Background: an optimization exercise with open tools, aiming at small area, a short achievable clock period and few clock cycles. Do not read the settings as production practice. Function was checked by simulation only, so behaviour that the tests miss may differ from the original. No activity file was given, so power comes from the tool's default toggle rates.

==> design.v <==
module pac_fb (
    input  wire        clk,
    input  wire [63:0] col1,
    input  wire [31:0] row1,
    input  wire [63:0] col2,
    input  wire [31:0] row2,
    input  wire        s,
    input  wire [7:0]  rd_addr,
    output wire [7:0]  rd_data
);
    reg [63:0] pc1, pc2;
    reg [31:0] pr1, pr2;
    reg        ps;
    always @(posedge clk) begin
        pc1 <= col1;
        pr1 <= row1;
        pc2 <= col2;
        pr2 <= row2;
        ps  <= s;
    end
    wire [63:0] rows [0:31];
    genvar gy;
    generate
        for (gy = 0; gy < 32; gy = gy + 1) begin : g_row
            reg  [63:0] bits;
            wire [63:0] we = (pc1 & {64{pr1[gy]}}) | (pc2 & {64{pr2[gy]}});
            always @(posedge clk)
                bits <= (bits & ~we) | ({64{ps}} & we);
            assign rows[gy] = bits;
        end
    endgenerate
    wire c1 = pc1[rd_addr[5:0]];
    wire c2 = pc2[rd_addr[5:0]];
    genvar gb;
    generate
        for (gb = 0; gb < 8; gb = gb + 1) begin : g_rd
            wire [4:0]  ry  = {rd_addr[7:6], gb[2:0]};
            wire [63:0] r   = rows[ry];
            wire        hit = (c1 & pr1[ry]) | (c2 & pr2[ry]);
            assign rd_data[gb] = hit ? ps : r[rd_addr[5:0]];
        end
    endgenerate
endmodule
module pac_line (
    input  wire       clk,
    input  wire       load,     
    input  wire       div,      
    input  wire [5:0] x0,
    input  wire [4:0] y0,
    input  wire [5:0] x1,
    input  wire [4:0] y1,
    output wire       xmaj,     
    output wire [5:0] alo,      
    output wire [5:0] ahi,
    output wire [5:0] amn,
    output wire [5:0] blo,      
    output wire [5:0] bhi,
    output wire [5:0] bmn,
    output wire       bv,       
    output wire       last      
);
    wire [5:0] adx = (x1 > x0) ? (x1 - x0) : (x0 - x1);
    wire [4:0] ady = (y1 > y0) ? (y1 - y0) : (y0 - y1);
    wire       nxmaj = {1'b0, adx} > {2'b0, ady};
    reg       xm;
    reg [5:0] mM;           
    reg [4:0] mm;           
    reg [5:0] pj, ej;       
    reg [5:0] pn, en;       
    reg       ij, in_;      
    reg [5:0] q, Q;
    reg [4:0] rm, R;
    reg [5:0] dq;
    reg [5:0] dr;
    reg [6:0] t;
    integer i;
    always @(*) begin
        dr = 6'd0;
        for (i = 5; i >= 0; i = i - 1) begin
            t = {dr, mM[i]} - {2'b0, mm};
            if (!t[6]) begin
                dr = t[5:0];
                dq[i] = 1'b1;
            end else begin
                dr = {dr[4:0], mM[i]};
                dq[i] = 1'b0;
            end
        end
    end
    wire [5:0] sum_r = {1'b0, mm} + {1'b0, dr[4:0]};
    wire [4:0] r0    = dq[0] ? sum_r[5:1] : dr[5:1];
    wire [5:0] q0    = {1'b0, dq[5:1]};
    wire       la   = (pn == en);
    wire [5:0] aend = la ? ej : (ij ? pj + Q : pj - Q);
    wire [5:0] ca   = {1'b0, R} + {1'b0, rm};
    wire       cya  = ca >= {1'b0, mm};
    wire [4:0] rb   = cya ? (ca[4:0] - mm) : ca[4:0];
    wire [5:0] qb   = cya ? q : q - 6'd1;
    wire [5:0] pjb  = ij ? aend + 6'd1 : aend - 6'd1;
    wire [5:0] pnb  = in_ ? pn + 6'd1 : pn - 6'd1;
    wire       lb   = (pnb == en);
    wire [5:0] bend = lb ? ej : (ij ? pjb + qb : pjb - qb);
    wire [5:0] cb   = {1'b0, rb} + {1'b0, rm};
    wire       cyb  = cb >= {1'b0, mm};
    wire [4:0] rn   = cyb ? (cb[4:0] - mm) : cb[4:0];
    wire [5:0] qn   = cyb ? q : q - 6'd1;
    assign xmaj = xm;
    assign alo  = ij ? pj : aend;
    assign ahi  = ij ? aend : pj;
    assign amn  = pn;
    assign blo  = ij ? pjb : bend;
    assign bhi  = ij ? bend : pjb;
    assign bmn  = pnb;
    assign bv   = !la;
    assign last = la || lb;
    always @(posedge clk) begin
        if (load) begin
            xm  <= nxmaj;
            mM  <= nxmaj ? adx : {1'b0, ady};
            mm  <= nxmaj ? ady : adx[4:0];
            pj  <= nxmaj ? x0 : {1'b0, y0};
            ej  <= nxmaj ? x1 : {1'b0, y1};
            pn  <= nxmaj ? {1'b0, y0} : x0;
            en  <= nxmaj ? {1'b0, y1} : x1;
            ij  <= nxmaj ? (x0 < x1) : (y0 < y1);
            in_ <= nxmaj ? (y0 < y1) : (x0 < x1);
        end else if (div) begin
            q  <= dq;
            rm <= dr[4:0];
            Q  <= q0;
            R  <= r0;
        end else begin
            pj <= ij ? bend + 6'd1 : bend - 6'd1;
            pn <= in_ ? pnb + 6'd1 : pnb - 6'd1;
            Q  <= qn;
            R  <= rn;
        end
    end
endmodule
module pac_circle (
    input  wire        clk,
    input  wire        init,
    input  wire        step,
    input  wire [15:0] r,
    output wire        pair,
    output wire        nvalid,    
    output wire [15:0] x,
    output wire [15:0] y
);
    reg signed [17:0] cx, cy;
    reg signed [19:0] cerr;
    wire               ys1  = cerr <= 0;
    wire signed [19:0] e1a  = ys1 ? cerr + {cy, 1'b1} : cerr;
    wire               xs1  = e1a > 0;
    wire signed [19:0] e1   = xs1 ? e1a + 20'sd1 - {cx, 1'b0} : e1a;
    wire signed [17:0] x1   = xs1 ? cx - 18'sd1 : cx;
    wire signed [17:0] y1   = ys1 ? cy + 18'sd1 : cy;
    wire               v1   = x1 >= y1;
    wire               ys2  = e1 <= 0;
    wire signed [19:0] e2a  = ys2 ? e1 + {y1, 1'b1} : e1;
    wire               xs2  = e2a > 0;
    wire signed [19:0] e2   = xs2 ? e2a + 20'sd1 - {x1, 1'b0} : e2a;
    wire signed [17:0] x2   = xs2 ? x1 - 18'sd1 : x1;
    wire signed [17:0] y2   = ys2 ? y1 + 18'sd1 : y1;
    wire               v2   = x2 >= y2;
    assign pair   = ys1 && !xs1 && v1;
    assign nvalid = pair ? v2 : v1;
    assign x = cx[15:0];
    assign y = cy[15:0];
    always @(posedge clk) begin
        if (init) begin
            cx   <= $signed({2'b0, r}) - 18'sd1;
            cy   <= 18'sd2;
            cerr <= 20'sd5 - $signed({3'b0, r, 1'b0});
        end else if (step) begin
            if (pair) begin
                cx   <= x2;
                cy   <= y2;
                cerr <= e2;
            end else begin
                cx   <= x1;
                cy   <= y1;
                cerr <= e1;
            end
        end
    end
endmodule
module pac_raster (
    input  wire        clk,
    input  wire        rst,
    input  wire        cmd_valid,
    output wire        cmd_ready,
    input  wire [7:0]  cmd_op,
    input  wire [7:0]  cmd_v,
    input  wire [15:0] cmd_a,
    input  wire [15:0] cmd_b,
    input  wire [15:0] cmd_c,
    input  wire [15:0] cmd_d,
    input  wire [7:0]  rd_addr,
    output wire [7:0]  rd_data
);
    localparam [7:0] OP_SETPX = 8'h01, OP_FILL = 8'h02, OP_CLEAR = 8'h03,
                     OP_LINE  = 8'h10, OP_RECT = 8'h11, OP_RECTF = 8'h12,
                     OP_CIRC  = 8'h13, OP_CIRCF = 8'h14;
    localparam [2:0] S_IDLE = 3'd0, S_LDIV = 3'd1, S_LRUN = 3'd2,
                     S_CIRC = 3'd3, S_CIRCF = 3'd4;
    reg [2:0]  state;
    reg        s;
    reg [15:0] a, b;
    function [5:0] clamp_x(input [15:0] v);
        clamp_x = (v > 16'd63) ? 6'd63 : v[5:0];
    endfunction
    function [4:0] clamp_y(input [15:0] v);
        clamp_y = (v > 16'd31) ? 5'd31 : v[4:0];
    endfunction
    wire idle   = (state == S_IDLE);
    wire accept = !rst && cmd_valid && idle;
    wire s_cmd  = (cmd_op != OP_CLEAR) && (|cmd_v);
    wire [5:0] ax = clamp_x(cmd_a), cx_ = clamp_x(cmd_c);
    wire [4:0] by = clamp_y(cmd_b), dy_ = clamp_y(cmd_d);
    wire       xlt = ax < cx_;
    wire       ylt = by < dy_;
    wire [5:0] nxl = xlt ? ax : cx_;
    wire [5:0] nxh = xlt ? cx_ : ax;
    wire [4:0] nyl = ylt ? by : dy_;
    wire [4:0] nyh = ylt ? dy_ : by;
    wire       line_axis = (ax == cx_) || (by == dy_);
    wire       l_xmaj, l_bv, l_last;
    wire [5:0] l_alo, l_ahi, l_amn, l_blo, l_bhi, l_bmn;
    pac_line u_line (
        .clk(clk), .load(idle), .div(state == S_LDIV),
        .x0(ax), .y0(by), .x1(cx_), .y1(dy_),
        .xmaj(l_xmaj),
        .alo(l_alo), .ahi(l_ahi), .amn(l_amn),
        .blo(l_blo), .bhi(l_bhi), .bmn(l_bmn),
        .bv(l_bv), .last(l_last)
    );
    wire        circ_init = idle;
    wire        circ_step = (state == S_CIRC) || (state == S_CIRCF);
    wire        c_pair, c_nvalid;
    wire [15:0] cxo, cyo;
    pac_circle u_circle (
        .clk(clk), .init(circ_init), .step(circ_step), .r(cmd_c),
        .pair(c_pair), .nvalid(c_nvalid), .x(cxo), .y(cyo)
    );
    wire [15:0] ca   = idle ? cmd_a : a;
    wire [15:0] cb   = idle ? cmd_b : b;
    wire [15:0] cxv  = idle ? cmd_c - 16'd1 : cxo;
    wire [15:0] cyv  = idle ? 16'd0 : cyo;
    wire [15:0] cyo1 = cyv + 16'd1;
    wire [5:0] xpx = clamp_x(ca + cxv),  xmx = clamp_x(ca - cxv);
    wire [5:0] xpy = clamp_x(ca + cyv),  xmy = clamp_x(ca - cyv);
    wire [5:0] xpy1 = clamp_x(ca + cyo1), xmy1 = clamp_x(ca - cyo1);
    wire [4:0] ypx = clamp_y(cb + cxv),  ymx = clamp_y(cb - cxv);
    wire [4:0] ypy = clamp_y(cb + cyv),  ymy = clamp_y(cb - cyv);
    wire [4:0] ypy1 = clamp_y(cb + cyo1), ymy1 = clamp_y(cb - cyo1);
    wire is_circ  = (cmd_op == OP_CIRC) || (cmd_op == OP_CIRCF);
    wire c_draw   = idle ? (is_circ && cmd_c != 16'd0) :
                           (state == S_CIRC || state == S_CIRCF);
    wire c_outl   = idle ? (cmd_op == OP_CIRC) : (state == S_CIRC);
    wire c_pr     = idle ? (cmd_c > 16'd1) : c_pair;
    reg        p1v, p2v;
    reg [5:0]  c1l, c1h, c1q, c2l, c2h, c2m, c2n, c2q, c2s;
    reg [4:0]  r1l, r1h, r1q, r1s, r1t, r2l, r2h, r2q;
    reg        c1qv, r1qv, r1pv, c2mv, c2qv, c2pv, r2qv;
    reg        wr_s;
    wire [5:0] sxl = (xmx < xpx) ? xmx : xpx, sxh = (xmx < xpx) ? xpx : xmx;
    wire [5:0] syl = (xmy < xpy) ? xmy : xpy, syh = (xmy < xpy) ? xpy : xmy;
    wire [5:0] syl1 = (xmy1 < xpy1) ? xmy1 : xpy1, syh1 = (xmy1 < xpy1) ? xpy1 : xmy1;
    always @(*) begin
        p1v = 1'b0; p2v = 1'b0;
        c1l = ax;  c1h = ax;  c1q = xmx; c1qv = 1'b0;
        r1l = by;  r1h = by;  r1q = ymy; r1s = ypy1; r1t = ymy1; r1qv = 1'b0; r1pv = 1'b0;
        c2l = ax;  c2h = ax;  c2m = syl1; c2n = syh1; c2mv = 1'b0;
        c2q = cx_; c2s = xmy1; c2qv = 1'b0; c2pv = 1'b0;
        r2l = nyl; r2h = nyh; r2q = ymx; r2qv = 1'b0;
        wr_s = s;
        case (state)
            S_IDLE: begin
                wr_s = s_cmd;
                case (cmd_op)
                    OP_SETPX: p1v = 1'b1;
                    OP_FILL, OP_CLEAR: begin
                        p1v = 1'b1;
                        c1l = 6'd0; c1h = 6'd63; r1l = 5'd0; r1h = 5'd31;
                    end
                    OP_LINE: begin
                        p1v = line_axis;
                        c1l = nxl; c1h = nxh; r1l = nyl; r1h = nyh;
                    end
                    OP_RECT: begin
                        p1v = 1'b1; p2v = 1'b1;
                        c1l = nxl; c1h = nxh; r1q = dy_; r1qv = 1'b1;
                        c2q = cx_; c2qv = 1'b1;
                    end
                    OP_RECTF: begin
                        p1v = 1'b1;
                        c1l = nxl; c1h = nxh; r1l = nyl; r1h = nyh;
                    end
                    default: ;
                endcase
                p1v = p1v & accept;
                p2v = p2v & accept;
            end
            S_LRUN: begin
                p1v = 1'b1; p2v = l_bv;
                if (l_xmaj) begin
                    c1l = l_alo; c1h = l_ahi; r1l = l_amn[4:0]; r1h = l_amn[4:0];
                    c2l = l_blo; c2h = l_bhi; r2l = l_bmn[4:0]; r2h = l_bmn[4:0];
                end else begin
                    c1l = l_amn; c1h = l_amn; r1l = l_alo[4:0]; r1h = l_ahi[4:0];
                    c2l = l_bmn; c2h = l_bmn; r2l = l_blo[4:0]; r2h = l_bhi[4:0];
                end
            end
            default: ;
        endcase
        if (c_draw) begin
            p1v = !idle || accept; p2v = !idle || accept;
            r1l = ypy; r1h = ypy; r1qv = 1'b1; r1pv = c_pr;
            r2l = ypx; r2h = ypx; r2qv = 1'b1;
            if (c_outl) begin
                c1l = xpx; c1h = xpx; c1qv = 1'b1;
                c2l = xpy; c2h = xpy; c2q = xmy; c2qv = 1'b1;
                c2m = xpy1; c2n = xpy1; c2mv = c_pr; c2pv = c_pr;
            end else begin
                c1l = sxl; c1h = sxh;
                c2l = syl; c2h = syh; c2mv = c_pr;
            end
        end
        if (rst) begin
            p1v = 1'b0; p2v = 1'b0;
        end
    end
    function [63:0] rng64(input [5:0] lo, input [5:0] hi);
        rng64 = ({64{1'b1}} << lo) & ({64{1'b1}} >> (6'd63 - hi));
    endfunction
    function [31:0] rng32(input [4:0] lo, input [4:0] hi);
        rng32 = ({32{1'b1}} << lo) & ({32{1'b1}} >> (5'd31 - hi));
    endfunction
    wire [63:0] col1 = rng64(c1l, c1h) | ({64{c1qv}} & (64'd1 << c1q));
    wire [31:0] row1 = {32{p1v}} & (rng32(r1l, r1h) | ({32{r1qv}} & (32'd1 << r1q)) |
                       ({32{r1pv}} & ((32'd1 << r1s) | (32'd1 << r1t))));
    wire [63:0] col2 = rng64(c2l, c2h) | ({64{c2mv}} & rng64(c2m, c2n)) |
                       ({64{c2qv}} & (64'd1 << c2q)) | ({64{c2pv}} & (64'd1 << c2s));
    wire [31:0] row2 = {32{p2v}} & (rng32(r2l, r2h) | ({32{r2qv}} & (32'd1 << r2q)));
    pac_fb u_fb (
        .clk(clk), .col1(col1), .row1(row1), .col2(col2), .row2(row2),
        .s(wr_s), .rd_addr(rd_addr), .rd_data(rd_data)
    );
    assign cmd_ready = idle;
    always @(posedge clk) begin
        if (rst) begin
            state <= S_IDLE;
        end else begin
            case (state)
                S_IDLE: begin
                    if (cmd_valid) begin
                        s <= s_cmd;
                        a <= cmd_a;
                        b <= cmd_b;
                        case (cmd_op)
                            OP_LINE:  if (!line_axis) state <= S_LDIV;
                            OP_CIRC:  if (cmd_c > 16'd2) state <= S_CIRC;
                            OP_CIRCF: if (cmd_c > 16'd2) state <= S_CIRCF;
                            default: ;
                        endcase
                    end
                end
                S_LDIV: state <= S_LRUN;
                S_LRUN: if (l_last) state <= S_IDLE;
                S_CIRC, S_CIRCF: if (!c_nvalid) state <= S_IDLE;
                default: state <= S_IDLE;
            endcase
        end
    end
endmodule
==> run.sh <==
#!/bin/bash
# synth_recipe.tcl (not shown) runs the flow's synth.tcl, then flattens the netlist and writes it again
# the make line also repeats each setting of config.mk as NAME=value (left out here)
make -C /OpenROAD-flow-scripts/flow DESIGN_CONFIG=/design/flow/config.mk WORK_HOME=/design/flow/orfs CLKGATE_MAP_FILE= SYNTH_SCRIPT=/design/flow/synth_recipe.tcl finish
==> config.mk <==
export PLATFORM = sky130hd
export DESIGN_NAME = pac_raster
export DESIGN_NICKNAME = pac_raster
export VERILOG_FILES = /design/flow/design.v
export SDC_FILE = /design/flow/constraint.sdc
export NUM_CORES = 4
export LEC_CHECK = 0
export CAP_MARGIN = 20
export CORE_MARGIN = 2
export CORE_UTILIZATION = 30
export SLEW_MARGIN = 20
==> constraint.sdc <==
create_clock -name core_clock -period 12.0 [get_ports {clk}]
set_input_delay 2.4000 -clock core_clock [delete_from_list [all_inputs] [get_ports {clk}]]
set_output_delay 2.4000 -clock core_clock [all_outputs]
set_load 0.01 [all_outputs]
==> flow_summary.yaml, run 1 <==
outcome:
  status: "finished clean"
sta:
  period_share: 0.955
  tightest_slew_ps: 1230
  fin_worst_skew_ps: 91.3
  hold_viol: 0
  setup_tns_ps: 0
  drv_slew: 0
  clock.fmax_ghz: 0.0873
  timing.final.setup_violations: 0
  slew_headroom: 0.170
  holdWs_ps: 566
  post-route-min-period_ps: 11460
worst_setup_path:
  cp_common_cell: "o21a_1"
  start_kind: "flop"
  critical_path_class: "reg2reg"
  cp_slowest_stage_delay_ps: 720
  slowest_stage: "or4b_4"
  arrival_ps: 12230
  reg2reg_slack_ps: 540
  endpoint_kind: "flop"
  crit_required_ps: 12780
  cp_max_fo: 18
synthesis:
  synth-compound-area-share: 0.208
  synth_top_family_by_area: "compound AO/OA/AOI/OAI gates"
  synth-warning-count: 4
  synth-xor-area-share: 0.0226
  synth_top_area_share: 0.452
  async_reset_ff_frac: 0
  netlist_top_cells_area: "edfxtp_1, a22o_1, mux4_2"
  ys_types: 119
  synth-edff-count: 2179
  ys_seq_area_frac: 0.482
  synth-simple-area-share: 0.0721
  muxShareOfSynthArea: 0.124
  avgSynthCellArea_um2: 12.0
  ys.flop_type: "edfxtp_1"
  yosys.area.top_type: "edfxtp_1"
  synthesis.area_mm2: 0.145
  ys_ff_latch: 2393
  synthAdderAreaFrac: 0.0442
  synth_cells: 12000
global_routing:
  grt_start_max_net_pins: 120
  grt_use_total: 0.219
  grt_pass1_wl_um: 793000
  antenna_found_initial: 30
  grt_pass1_vias: 107000
  overflow: 0
route:
  dr.first_iter.drc_count: 15600
  remaining_drc_errors: 0
  wirelength_um: 561000
  dr_total_vias: 112000
  wl_per_cell_um: 31.0
  via_per_inst: 6.19
  postRouteAntennaNets: 0
  drtPass1Iterations: 9
floorplanning:
  core_area_mm2: 0.481
  fp-row-count: 255
  die-area_mm2: 0.488
  io_pins: 100
  die_h_um: 698
  die_w_um: 698
  initial_core_util: 0.301
final_layout:
  drive_gt1_frac: 0.161
  areaGrowthSynthToFinish_pct: 11.6
  finish.net_count: 12000
clock_tree:
  cts_buffers: 275
  clock_sinks: 2393
  cts_hold_buffers: 0
  clk_pin_slew_ps: 60
  ctsHtreeMaxLevel: 5
  cts_root_buf: "clkbuf_16"
  cts_tree: "yes"
  clockBufferDepth: 4
  clk_latency_ps: 950
place:
  io_buffers: 99
  hpwlAfterDp_um: 362000
  gp_congestion: 0.990
hold_path:
  hold_class: "reg2reg"
pwr:
  powerDensity_mw_per_mm2: 250
  leakage_nw: 53.7
  ir_drop_mv: 1.93
job:
  cap_violations: 0
## cells in the final DEF (no fill, tap or decap), drive strengths merged, types with 100 or more instances in the layout
master  Yosys  routed
a21o      100     100
mux2i     118     118
nor3      165     165
o21ai     469     469
a21oi     457     457
xor2      116     116
dfxtp     214     214
mux4      720     720
a22o     2059    2059
clkbuf   1238     357
nor2      564     564
ha        455     455
xnor2     250     250
buf       155     453
nand3     195     195
nand2     663     663
inv       383     395
edfxtp   2179    2179
## stage by stage
step           cell area (um^2)  total power, mW  setup slack (ps)  instances  utilization
3_3_place_gp             152000             30.4              -112      17600        0.316
5_1_grt                  161000             42.7             -92.7      18100        0.335
3_5_place_dp             152000             30.4              -104      17600        0.316
2_1_floorplan            145000             23.2              -139      12000            -
6_report                 161000             40.3               544      18100        0.335
4_1_cts                  161000             38.9              52.9      18100        0.335
## worst paths after layout
path,from,endpoint,cells past startpoint
max,u_circle.cy[0]$_SDFFE_PP0P_,state[2]$_SDFFE_PP0P_,43
min,u_circle.cy[17]$_SDFFE_PP0P_,u_circle.cy[17]$_SDFFE_PP0P_,2
max reg2reg,u_circle.cy[0]$_SDFFE_PP0P_,state[2]$_SDFFE_PP0P_,43
min reg2reg,u_circle.cy[17]$_SDFFE_PP0P_,u_circle.cy[17]$_SDFFE_PP0P_,2
## worst max-delay path: cells and delay by family, from the launching register on
kind	cells	cell delay, ps
buffers and inverters	1	320
muxes	2	390
xor gates and xnor gates	3	670
DFF	1	560
adders and majority gates	3	980
and+or+nand+nor	10	2880
AOI/OAI and AO/OA	24	5490
## synthesized netlist by cell type, types with 19 or more instances
cell	instances
or4_1	20
xor2_1	115
o21ai_1	23
or3_1	74
edfxtp_1	2179
clkbuf_1	1237
nand4_1	55
mux2_2	49
o2111ai_1	19
a21boi_0	34
a22oi_1	58
o22ai_1	35
a21o_1	100
xnor2_1	245
nand2_1	663
o21a_1	77
and3_1	51
ha_1	455
nor3_1	162
nor2_1	561
a221oi_1	33
nor4_1	45
a22o_1	2059
nand2b_1	84
o211ai_1	97
o31ai_1	37
and2_1	51
buf_1	123
o221ai_1	57
fa_1	35
buf_2	21
o21ai_0	441
nand3_1	194
o21bai_1	53
dfxtp_1	214
nor2b_1	71
or2_2	62
a211oi_1	61
inv_1	379
mux4_2	720
a31oi_1	63
a21oi_1	455
mux2i_1	117
## timing repair
action                                  4_1_cts  5_1_grt
hold endpoints to repair                      0        0
buffers inserted                              1       10
endpoints found under the setup margin        3        8
pin swaps                                     0       15
gates cloned                                  0        0
gates resized for setup                       3       53
## layer usage
layer	wire (um)	up-vias	GRT usage
met3	61500	1314	0.0519
met4	29700	18	0.101
met2	247000	7101	0.337
met5	110	-	0
li1	-	46300	-
met1	223000	57300	0.292
## area by class of cell
cell class | instances | area, um^2
Clock buffer | 357 | 7550
Sequential cell | 2393 | 70000
Tap cell | 6425 | 8040
Clock inverter | 126 | 1340
Timing Repair Buffer | 546 | 4550
Inverter | 387 | 1460
Fill cell | 47200 | 320000
Antenna cell | 20 | 50.0
Multi-Input combinational cell | 7848 | 68500
## power breakdown
group / leakage (nW) / internal (mW) / total (mW) / switching [mW]
Sequential: 21.0 / 9.97 / 10.1 / 0.160
Clock: 4.33 / 4.93 / 8.53 / 3.60
Combinational: 28.3 / 10.0 / 21.6 / 11.6
## kinds of logic (layout without fill, tap and decap cells)
family / after synthesis / count (layout)
AOI/OAI and AO/OA: 3917 / 3917
buffers and inverters: 1780 / 1416
other: 1 / 21
xor gates and xnor gates: 367 / 367
DFF: 2393 / 2393
and+or+nand+nor: 2185 / 2185
adders and majority gates: 490 / 490
muxes: 888 / 888
Testbench counts, summed over its fixed seeds: cycles 5,699.
==> run 2, diff against run 1 <==
--- a/design.v
+++ b/design.v
@@ -9,13 +9,13 @@
     output wire [7:0]  rd_data
 );
-    reg [63:0] pc1, pc2;
-    reg [31:0] pr1, pr2;
+    reg [63:0] pc1n, pc2n;
+    reg [31:0] pr1n, pr2n;
     reg        ps;
     always @(posedge clk) begin
-        pc1 <= col1;
-        pr1 <= row1;
-        pc2 <= col2;
-        pr2 <= row2;
-        ps  <= s;
+        pc1n <= ~col1;
+        pr1n <= ~row1;
+        pc2n <= ~col2;
+        pr2n <= ~row2;
+        ps   <= s;
     end
     wire [63:0] rows [0:31];
@@ -24,5 +24,5 @@
         for (gy = 0; gy < 32; gy = gy + 1) begin : g_row
             reg  [63:0] bits;
-            wire [63:0] we = (pc1 & {64{pr1[gy]}}) | (pc2 & {64{pr2[gy]}});
+            wire [63:0] we = ~((pc1n | {64{pr1n[gy]}}) & (pc2n | {64{pr2n[gy]}}));
             always @(posedge clk)
                 bits <= (bits & ~we) | ({64{ps}} & we);
@@ -30,6 +30,6 @@
         end
     endgenerate
-    wire c1 = pc1[rd_addr[5:0]];
-    wire c2 = pc2[rd_addr[5:0]];
+    wire c1n = pc1n[rd_addr[5:0]];
+    wire c2n = pc2n[rd_addr[5:0]];
     genvar gb;
     generate
@@ -37,5 +37,5 @@
             wire [4:0]  ry  = {rd_addr[7:6], gb[2:0]};
             wire [63:0] r   = rows[ry];
-            wire        hit = (c1 & pr1[ry]) | (c2 & pr2[ry]);
+            wire        hit = ~((c1n | pr1n[ry]) & (c2n | pr2n[ry]));
             assign rd_data[gb] = hit ? ps : r[rd_addr[5:0]];
         end
@@ -71,24 +71,20 @@
     reg [5:0] q, Q;
     reg [4:0] rm, R;
-    reg [5:0] dq;
-    reg [5:0] dr;
-    reg [6:0] t;
-    integer i;
-    always @(*) begin
-        dr = 6'd0;
-        for (i = 5; i >= 0; i = i - 1) begin
-            t = {dr, mM[i]} - {2'b0, mm};
-            if (!t[6]) begin
-                dr = t[5:0];
-                dq[i] = 1'b1;
-            end else begin
-                dr = {dr[4:0], mM[i]};
-                dq[i] = 1'b0;
+    function [11:0] divmod(input [5:0] n, input [4:0] d);    
+        reg [5:0] qq, rr;
+        reg [6:0] tt;
+        integer k;
+        begin
+            rr = 6'd0;
+            for (k = 5; k >= 0; k = k - 1) begin
+                tt = {rr, n[k]} - {2'b0, d};
+                qq[k] = !tt[6];
+                rr = tt[6] ? {rr[4:0], n[k]} : tt[5:0];
             end
+            divmod = {qq, rr};
         end
-    end
-    wire [5:0] sum_r = {1'b0, mm} + {1'b0, dr[4:0]};
-    wire [4:0] r0    = dq[0] ? sum_r[5:1] : dr[5:1];
-    wire [5:0] q0    = {1'b0, dq[5:1]};
+    endfunction
+    wire [11:0] dv_m = divmod(mM, mm);
+    wire [11:0] dv_h = divmod({1'b0, mM[5:1]}, mm);
     wire       la   = (pn == en);
     wire [5:0] aend = la ? ej : (ij ? pj + Q : pj - Q);
@@ -126,8 +122,8 @@
             in_ <= nxmaj ? (y0 < y1) : (x0 < x1);
         end else if (div) begin
-            q  <= dq;
-            rm <= dr[4:0];
-            Q  <= q0;
-            R  <= r0;
+            q  <= dv_m[11:6];
+            rm <= dv_m[4:0];
+            Q  <= dv_h[11:6];
+            R  <= dv_h[4:0];
         end else begin
             pj <= ij ? bend + 6'd1 : bend - 6'd1;
==> run 2 against run 1 <==
- die area shrank 2.7%
- clock skew shrank 17 ps
- still clean
- sequential power shrank about 10%
- synthesized cell count grew 1.3%
- power shrank 51%
- sequential cell count is the same
==> flow_summary.yaml, run 2 <==
pwr:
  ir_drop_mv: 0.150
  leakage_nw: 53.0
  powerDensity_mw_per_mm2: 125
synthesis:
  synth_common_cells: "edfxtp_1, o22ai_1, clkbuf_1"
  yosys.area.top_type: "edfxtp_1"
  synthesis.area_mm2: 0.141
  ys_seq_area_frac: 0.495
  async_reset_ff_frac: 0
  ys.flop_type: "edfxtp_1"
  synth_top_area_share: 0.465
  synth-edff-count: 2179
  netlist_top_cells_area: "edfxtp_1, mux4_2, o22ai_1"
  avgSynthCellArea_um2: 11.6
  ys_types: 119
  synth-warning-count: 4
  ys_ff_latch: 2393
  yosysMostFrequentCell: "edfxtp_1"
  synth_cells: 12200
sta:
  tightest_slew_ps: 1210
  setup_tns_ps: 0
  grt_setup_unrepaired: "false"
  drv_slew: 0
  holdWs_ps: 455
  slew_headroom: 0.193
  hold_viol: 0
  fin_worst_skew_ps: 74.5
  setup_ws_ps: 389
  clock.fmax_ghz: 0.0861
  post-route-min-period_ps: 11610
  period_share: 0.968
  timing.final.setup_violations: 0
place:
  gp_congestion: 1.00
  post-place-ws_ps: 380
  io_buffers: 99
  placed_cell_area_mm2: 0.147
  hpwlAfterDp_um: 359000
  place_inst: 17400
global_routing:
  antenna_found_initial: 33
  overflow: 0
  grt_pass1_wl_um: 789000
  grt_pass1_vias: 107000
  grt_use_total: 0.225
  grt_start_max_net_pins: 268
worst_setup_path:
  endpoint_kind: "flop"
  cp_slowest_stage_delay_ps: 740
  r2r_cells: 32
  cp_num_buf_inv: 6
  slowest_stage: "a211oi_1"
  start_kind: "flop"
  cp_max_fo: 27
  critical_path_class: "reg2reg"
  crit_family: "simple AND/OR/NAND/NOR gates"
  arrival_ps: 12320
  crit_required_ps: 12710
  critical_path_depth: 32
route:
  drtPass1Iterations: 7
  remaining_drc_errors: 0
  wl_per_cell_um: 31.1
  via_per_inst: 6.30
  wirelength_um: 557000
  postRouteAntennaNets: 0
  dr_total_vias: 113000
  dr.first_iter.drc_count: 17500
clock_tree:
  clock_sinks: 2393
  cts_root_buf: "clkbuf_16"
  cts_hold_buffers: 0
  clk_pin_slew_ps: 70
  clockBufferDepth: 4
  clk_latency_ps: 930
  post_cts_buffers: 0
  ctsHtreeMaxLevel: 5
  cts_resized: 0
  cts_buffers: 275
  cts_tree: "yes"
outcome:
  status: "finished clean"
floorplanning:
  fp-row-count: 251
  die_w_um: 689
  die_h_um: 689
  die-area_mm2: 0.475
  initial_core_util: 0.301
  io_pins: 100
  core_area_mm2: 0.467
final_layout:
  finish.net_count: 12100
  design_area_mm2: 0.156
  areaGrowthSynthToFinish_pct: 11.0
  final_cell_mix: "edfxtp_1, o22ai_1, mux4_2"
  fin_cells: 17900
  final_common_cell: "edfxtp_1"
  drive_gt1_frac: 0.147
job:
  cap_violations: 0
hold_path:
  hold_class: "reg2reg"
  min_path_cells: 2
## run 2: cell types whose count changed after synthesis, sizes merged, moves of 46 or more
| cell | change |
|---|---|
| buf | +63 |
| o22ai | +2131 |
| a21oi | +138 |
| nand3 | -46 |
| a22o | -2052 |
| clkbuf | -54 |
| nor3 | +63 |
| o21ai | -85 |
| a211oi | +59 |
## run 2: metrics by stage
step / utilization / power, mW
global route: 0.334 / 20.1
floorplan: - / 10.9
global placement: 0.315 / 11.4
detailed placement: 0.315 / 11.4
finish: 0.334 / 19.6
CTS: 0.334 / 19.6
## run 2: worst register-to-register path, delay by kind of cell (launching register included)
family	cells	cell delay, ps
AO/OA/AOI/OAI	8	2210
XOR/XNOR	1	610
adder cells (fa/ha/maj)	3	1480
buffers and inverters	6	2020
flip-flops	1	300
multiplexers	2	740
AND/OR/NAND/NOR	12	4070
## run 2: layer usage
metal  up-vias  part of all wire  track usage
met5         -           0.00019            0
met4        10             0.053        0.103
met3      1231              0.12       0.0518
met2      7494              0.44        0.340
met1     57400              0.39        0.306
li1      46900                 -            -
## run 2: layout make-up
cell class | instances | area (um^2)
Timing Repair Buffer | 461 | 4000
Inverter | 400 | 1500
Sequential cell | 2393 | 70000
Clock buffer | 355 | 7400
Multi-Input combinational cell | 7985 | 64300
Fill cell | 46500 | 311000
Clock inverter | 133 | 1210
Antenna cell | 19 | 47.5
Tap cell | 6198 | 7750
## run 2: final timing paths
check | start | to | slack, ps
setup reg to reg | state[1]$_SDFFE_PP0P_ | u_fb.pc2n[50]$_DFF_P_ | 390
hold / removal | s$_DFFE_PP_ | u_fb.ps$_DFF_P_ | 460
setup / recovery | state[1]$_SDFFE_PP0P_ | u_fb.pc2n[50]$_DFF_P_ | 390
hold reg to reg | s$_DFFE_PP_ | u_fb.ps$_DFF_P_ | 460
## run 2: cells by family after synthesis
kind of cell,after synthesis,synth area share
adder cells (fa/ha/maj),511,0.0475
XOR/XNOR,408,0.0259
other,1,0.0000267
AND/OR/NAND/NOR,2133,0.0717
AO/OA/AOI/OAI,4024,0.182
buffers and inverters,1802,0.0485
multiplexers,905,0.129
flip-flops,2393,0.495
## run 2: where the power goes
| group | internal [mW] | total (mW) | leakage (nW) | switching (mW) |
|---|---|---|---|---|
| combinational | 0.891 | 2.27 | 22.4 | 1.38 |
| sequential | 9.01 | 9.04 | 26.4 | 0.0249 |
| clock | 4.71 | 8.29 | 4.21 | 3.57 |
| total | 14.6 | 19.6 | 53.0 | 4.97 |
Testbench counts of run 2, summed over its fixed seeds: cycles 5,699.
==> run 3, diff against run 2 <==
--- a/design.v
+++ b/design.v
@@ -144,29 +144,27 @@
     output wire [15:0] y
 );
-    reg signed [17:0] cx, cy;
-    reg signed [19:0] cerr;
-    wire               ys1  = cerr <= 0;
-    wire signed [19:0] e1a  = ys1 ? cerr + {cy, 1'b1} : cerr;
-    wire               xs1  = e1a > 0;
-    wire signed [19:0] e1   = xs1 ? e1a + 20'sd1 - {cx, 1'b0} : e1a;
-    wire signed [17:0] x1   = xs1 ? cx - 18'sd1 : cx;
-    wire signed [17:0] y1   = ys1 ? cy + 18'sd1 : cy;
-    wire               v1   = x1 >= y1;
-    wire               ys2  = e1 <= 0;
-    wire signed [19:0] e2a  = ys2 ? e1 + {y1, 1'b1} : e1;
-    wire               xs2  = e2a > 0;
-    wire signed [19:0] e2   = xs2 ? e2a + 20'sd1 - {x1, 1'b0} : e2a;
-    wire signed [17:0] x2   = xs2 ? x1 - 18'sd1 : x1;
-    wire signed [17:0] y2   = ys2 ? y1 + 18'sd1 : y1;
-    wire               v2   = x2 >= y2;
-    assign pair   = ys1 && !xs1 && v1;
+    reg        [15:0] cx, cy;
+    reg signed [18:0] cerr;
+    wire signed [18:0] e1a = cerr + $signed({2'b0, cy, 1'b1});
+    wire               xs1 = e1a > 0;
+    wire signed [18:0] e1  = xs1 ? e1a + 19'sd1 - $signed({2'b0, cx, 1'b0}) : e1a;
+    wire        [15:0] x1  = xs1 ? cx - 16'd1 : cx;
+    wire        [15:0] y1  = cy + 16'd1;
+    wire               v1  = x1 >= y1;
+    wire signed [18:0] e2a = e1a + $signed({2'b0, y1, 1'b1});
+    wire               xs2 = e2a > 0;
+    wire signed [18:0] e2  = xs2 ? e2a + 19'sd1 - $signed({2'b0, cx, 1'b0}) : e2a;
+    wire        [15:0] x2  = xs2 ? cx - 16'd1 : cx;
+    wire        [15:0] y2  = cy + 16'd2;
+    wire               v2  = x2 >= y2;
+    assign pair   = !xs1 && v1;
     assign nvalid = pair ? v2 : v1;
-    assign x = cx[15:0];
-    assign y = cy[15:0];
+    assign x = cx;
+    assign y = cy;
     always @(posedge clk) begin
         if (init) begin
-            cx   <= $signed({2'b0, r}) - 18'sd1;
-            cy   <= 18'sd2;
-            cerr <= 20'sd5 - $signed({3'b0, r, 1'b0});
+            cx   <= r - 16'd1;
+            cy   <= 16'd2;
+            cerr <= 19'sd5 - $signed({2'b0, r, 1'b0});
         end else if (step) begin
             if (pair) begin
--- a/config.mk
+++ b/config.mk
@@ -9,3 +9,5 @@
 export CORE_MARGIN = 2
 export CORE_UTILIZATION = 30
+export SETUP_SLACK_MARGIN = 3.5
 export SLEW_MARGIN = 20
+export TNS_END_PERCENT = 100
==> run 3 against run 2 <==
- sequential share of layout area is 1.3 points lower
- maximum frequency is 24% higher
- combinational power grew 14%
- worst hold slack gained 160 ps
- utilization grew 1.2 points
- sequential power shrank 0.4%
- cell area increased by 2.8%
- first-iteration DRC count up 2.0%
- global-route usage decreased by 0.055 points
==> flow_summary.yaml, run 3 <==
sta:
  drv_slew: 0
  grt_setup_unrepaired: "true"
  period_share: 0.782
  fin_worst_skew_ps: 102
  slew_headroom: 0.0991
  tightest_slew_ps: 1340
  hold_viol: 0
  setup_tns_ps: 0
  post-route-min-period_ps: 9390
  holdWs_ps: 618
  timing.final.setup_violations: 0
  clock.fmax_ghz: 0.107
outcome:
  status: "finished clean"
hold_path:
  hp-start: "state[2]$_SDFFE_PP0P_"
  hold_class: "reg2reg"
clock_tree:
  clock_sinks: 2388
  cts_tree: "yes"
  clockBufferDepth: 4
  clk_latency_ps: 1020
  cts_buffers: 276
  cts_root_buf: "clkbuf_16"
  cts_hold_buffers: 0
  ctsHtreeMaxLevel: 5
  clk_pin_slew_ps: 50
pwr:
  powerDensity_mw_per_mm2: 124
  ir_drop_mv: 0.108
  power_mw: 19.9
  leakage_nw: 49.9
place:
  hpwlAfterDp_um: 345000
  placed_cell_area_mm2: 0.147
  io_buffers: 99
  gp_congestion: 0.968
floorplanning:
  initial_core_util: 0.302
  die-area_mm2: 0.472
  fp-row-count: 250
  die_h_um: 687
  core_area_mm2: 0.464
  die_w_um: 687
  io_pins: 100
synthesis:
  synth_common_cells: "edfxtp_1, o22ai_1, clkbuf_1"
  synth_cells: 12000
  yosysMostFrequentCell: "edfxtp_1"
  ys.flop_type: "edfxtp_1"
  yosys.area.top_type: "edfxtp_1"
  ys_seq_area_frac: 0.497
  async_reset_ff_frac: 0
  avgSynthCellArea_um2: 11.7
  netlist_top_cells_area: "edfxtp_1, mux4_2, o22ai_1"
  synth-warning-count: 4
  synth_top_area_share: 0.467
  synthesis.area_mm2: 0.140
  ys_ff_latch: 2388
  synth-edff-count: 2176
  ys_types: 115
final_layout:
  multi_input_area_mm2: 0.0660
  areaGrowthSynthToFinish_pct: 14.7
  final_cell_mix: "edfxtp_1, o22ai_1, mux4_2"
  finish.net_count: 12200
  drive_gt1_frac: 0.199
  fillCellCount: 45800
  design_area_mm2: 0.161
  seqCellArea_mm2: 0.0699
  fin_util: 0.346
  final_common_cell: "edfxtp_1"
global_routing:
  grt_use_total: 0.224
  overflow: 0
  grt_pass1_vias: 108000
  grt_start_max_net_pins: 289
  grt_pass1_wl_um: 786000
  antenna_found_initial: 35
route:
  drtPass1Iterations: 9
  wl_per_cell_um: 31.0
  dr.first_iter.drc_count: 17800
  remaining_drc_errors: 0
  wirelength_um: 558000
  dr_total_vias: 115000
  postRouteAntennaNets: 0
  via_per_inst: 6.38
worst_setup_path:
  start_kind: "flop"
  cp-startpoint: "u_line.mm[2]$_DFFE_PP_"
  cp_slowest_stage_delay_ps: 580
  cp_max_fo: 7
  cp_common_cell: "a21oi_2"
  arrival_ps: 10070
  r2r-end: "u_line.R[0]$_DFFE_PN_"
  r2r_cells: 50
  critical_path_class: "reg2reg"
  crit-reg2reg-launch: "u_line.mm[2]$_DFFE_PP_"
  crit_required_ps: 12680
  crit_family: "compound AO/OA/AOI/OAI gates"
  critical_path_depth: 50
  slowest_stage: "or4_4"
  cp_num_buf_inv: 5
  reg2reg_slack_ps: 2610
  crit_path_end: "u_line.R[0]$_DFFE_PN_"
  endpoint_kind: "flop"
job:
  cap_violations: 0
==> run 3: layer usage <==
layer	part of all wire	vias to the layer above	global-route usage
met4	0.052	14	0.102
met1	0.38	58000	0.300
met3	0.13	1424	0.0591
met5	0.00015	-	0
li1	-	47100	-
met2	0.44	8133	0.341
==> run 3: layout make-up <==
type | count | area share
clock inverter | 115 | 0.00640
antenna | 19 | 0.000296
clock buffer | 372 | 0.0472
timing repair buffer | 725 | 0.0430
sequential | 2388 | 0.435
multi-input combinational | 7807 | 0.411
inverter | 377 | 0.00905
tap | 6174 | 0.0481
==> run 3: through the flow <==
stage	std cells	worst slack [ps]
floorplan	12000	639
global placement	17200	-313
detailed placement	17200	-376
CTS	17800	2460
global route	18000	2150
finish	18000	2610
==> run 3: worst min-delay path by stage <==
stage,endpoint,depth (start not counted)
2_1_floorplan,u_fb.ps$_DFF_P_,2
3_3_place_gp,state[2]$_SDFFE_PP0P_,2
3_5_place_dp,state[2]$_SDFFE_PP0P_,2
4_1_cts,state[2]$_SDFFE_PP0P_,2
5_1_grt,state[2]$_SDFFE_PP0P_,2
6_report,state[2]$_SDFFE_PP0P_,2
==> run 3: repair_timing <==
item	4_1_cts	5_1_grt
endpoints found under the setup margin	183	197
cloned	22	6
buffers inserted	117	110
pin swaps	59	75
resized for setup	424	248
==> run 3: cell families after synthesis <==
group | synth area share
AO/OA/AOI/OAI | 0.188
flip-flops | 0.497
adder cells (fa/ha/maj) | 0.0464
buffers and inverters | 0.0485
multiplexers | 0.129
other | 0.0000268
AND/OR/NAND/NOR | 0.0689
XOR/XNOR | 0.0225
==> run 3: power by group <==
part	switching, mW	internal, mW
combinational	1.46	1.11
sequential	0.0295	8.97
clock	3.60	4.69
==> run 3: worst min-delay path: stages (launching register included) <==
cell	delay [ps]
dfxtp_2	420
nand2_1	100
a21oi_1	60
Testbench counts of run 3, summed over its fixed seeds: cycles 5,699.

static timing again, ports no longer ideal:
Ports are ideal in the flow. The routed layouts listed here were re-timed in OpenROAD. Step 1, drivers: a clkbuf_16 drives clk and a buf_2 each remaining input, both assumed. Step 2 adds t to the input delays and takes it off the output delays; t is the mean of the earliest and latest rising clock arrival at the registers after step 1. Input paths then give back, and output paths get back, about the clock's delay inside the block. Slacks: ideal / step 1 / step 2; pairs: ideal / step 1.
| run | t, ns | slack for setup (ns) | clock arrival spread, ns | cell pins on the clock port's net |
|---|---|---|---|---|
| run 1 | 1.010 | 0.544 / 0.544 / 0.544 | 0.091 / 0.092 | 1 |
| run 2 | 1.002 | 0.389 / 0.389 / 0.389 | 0.076 / 0.076 | 1 |
| run 3 | 1.065 | 2.614 / 2.614 / 2.614 | 0.116 / 0.116 | 1 |
After both steps setup and hold are still met in every run listed.
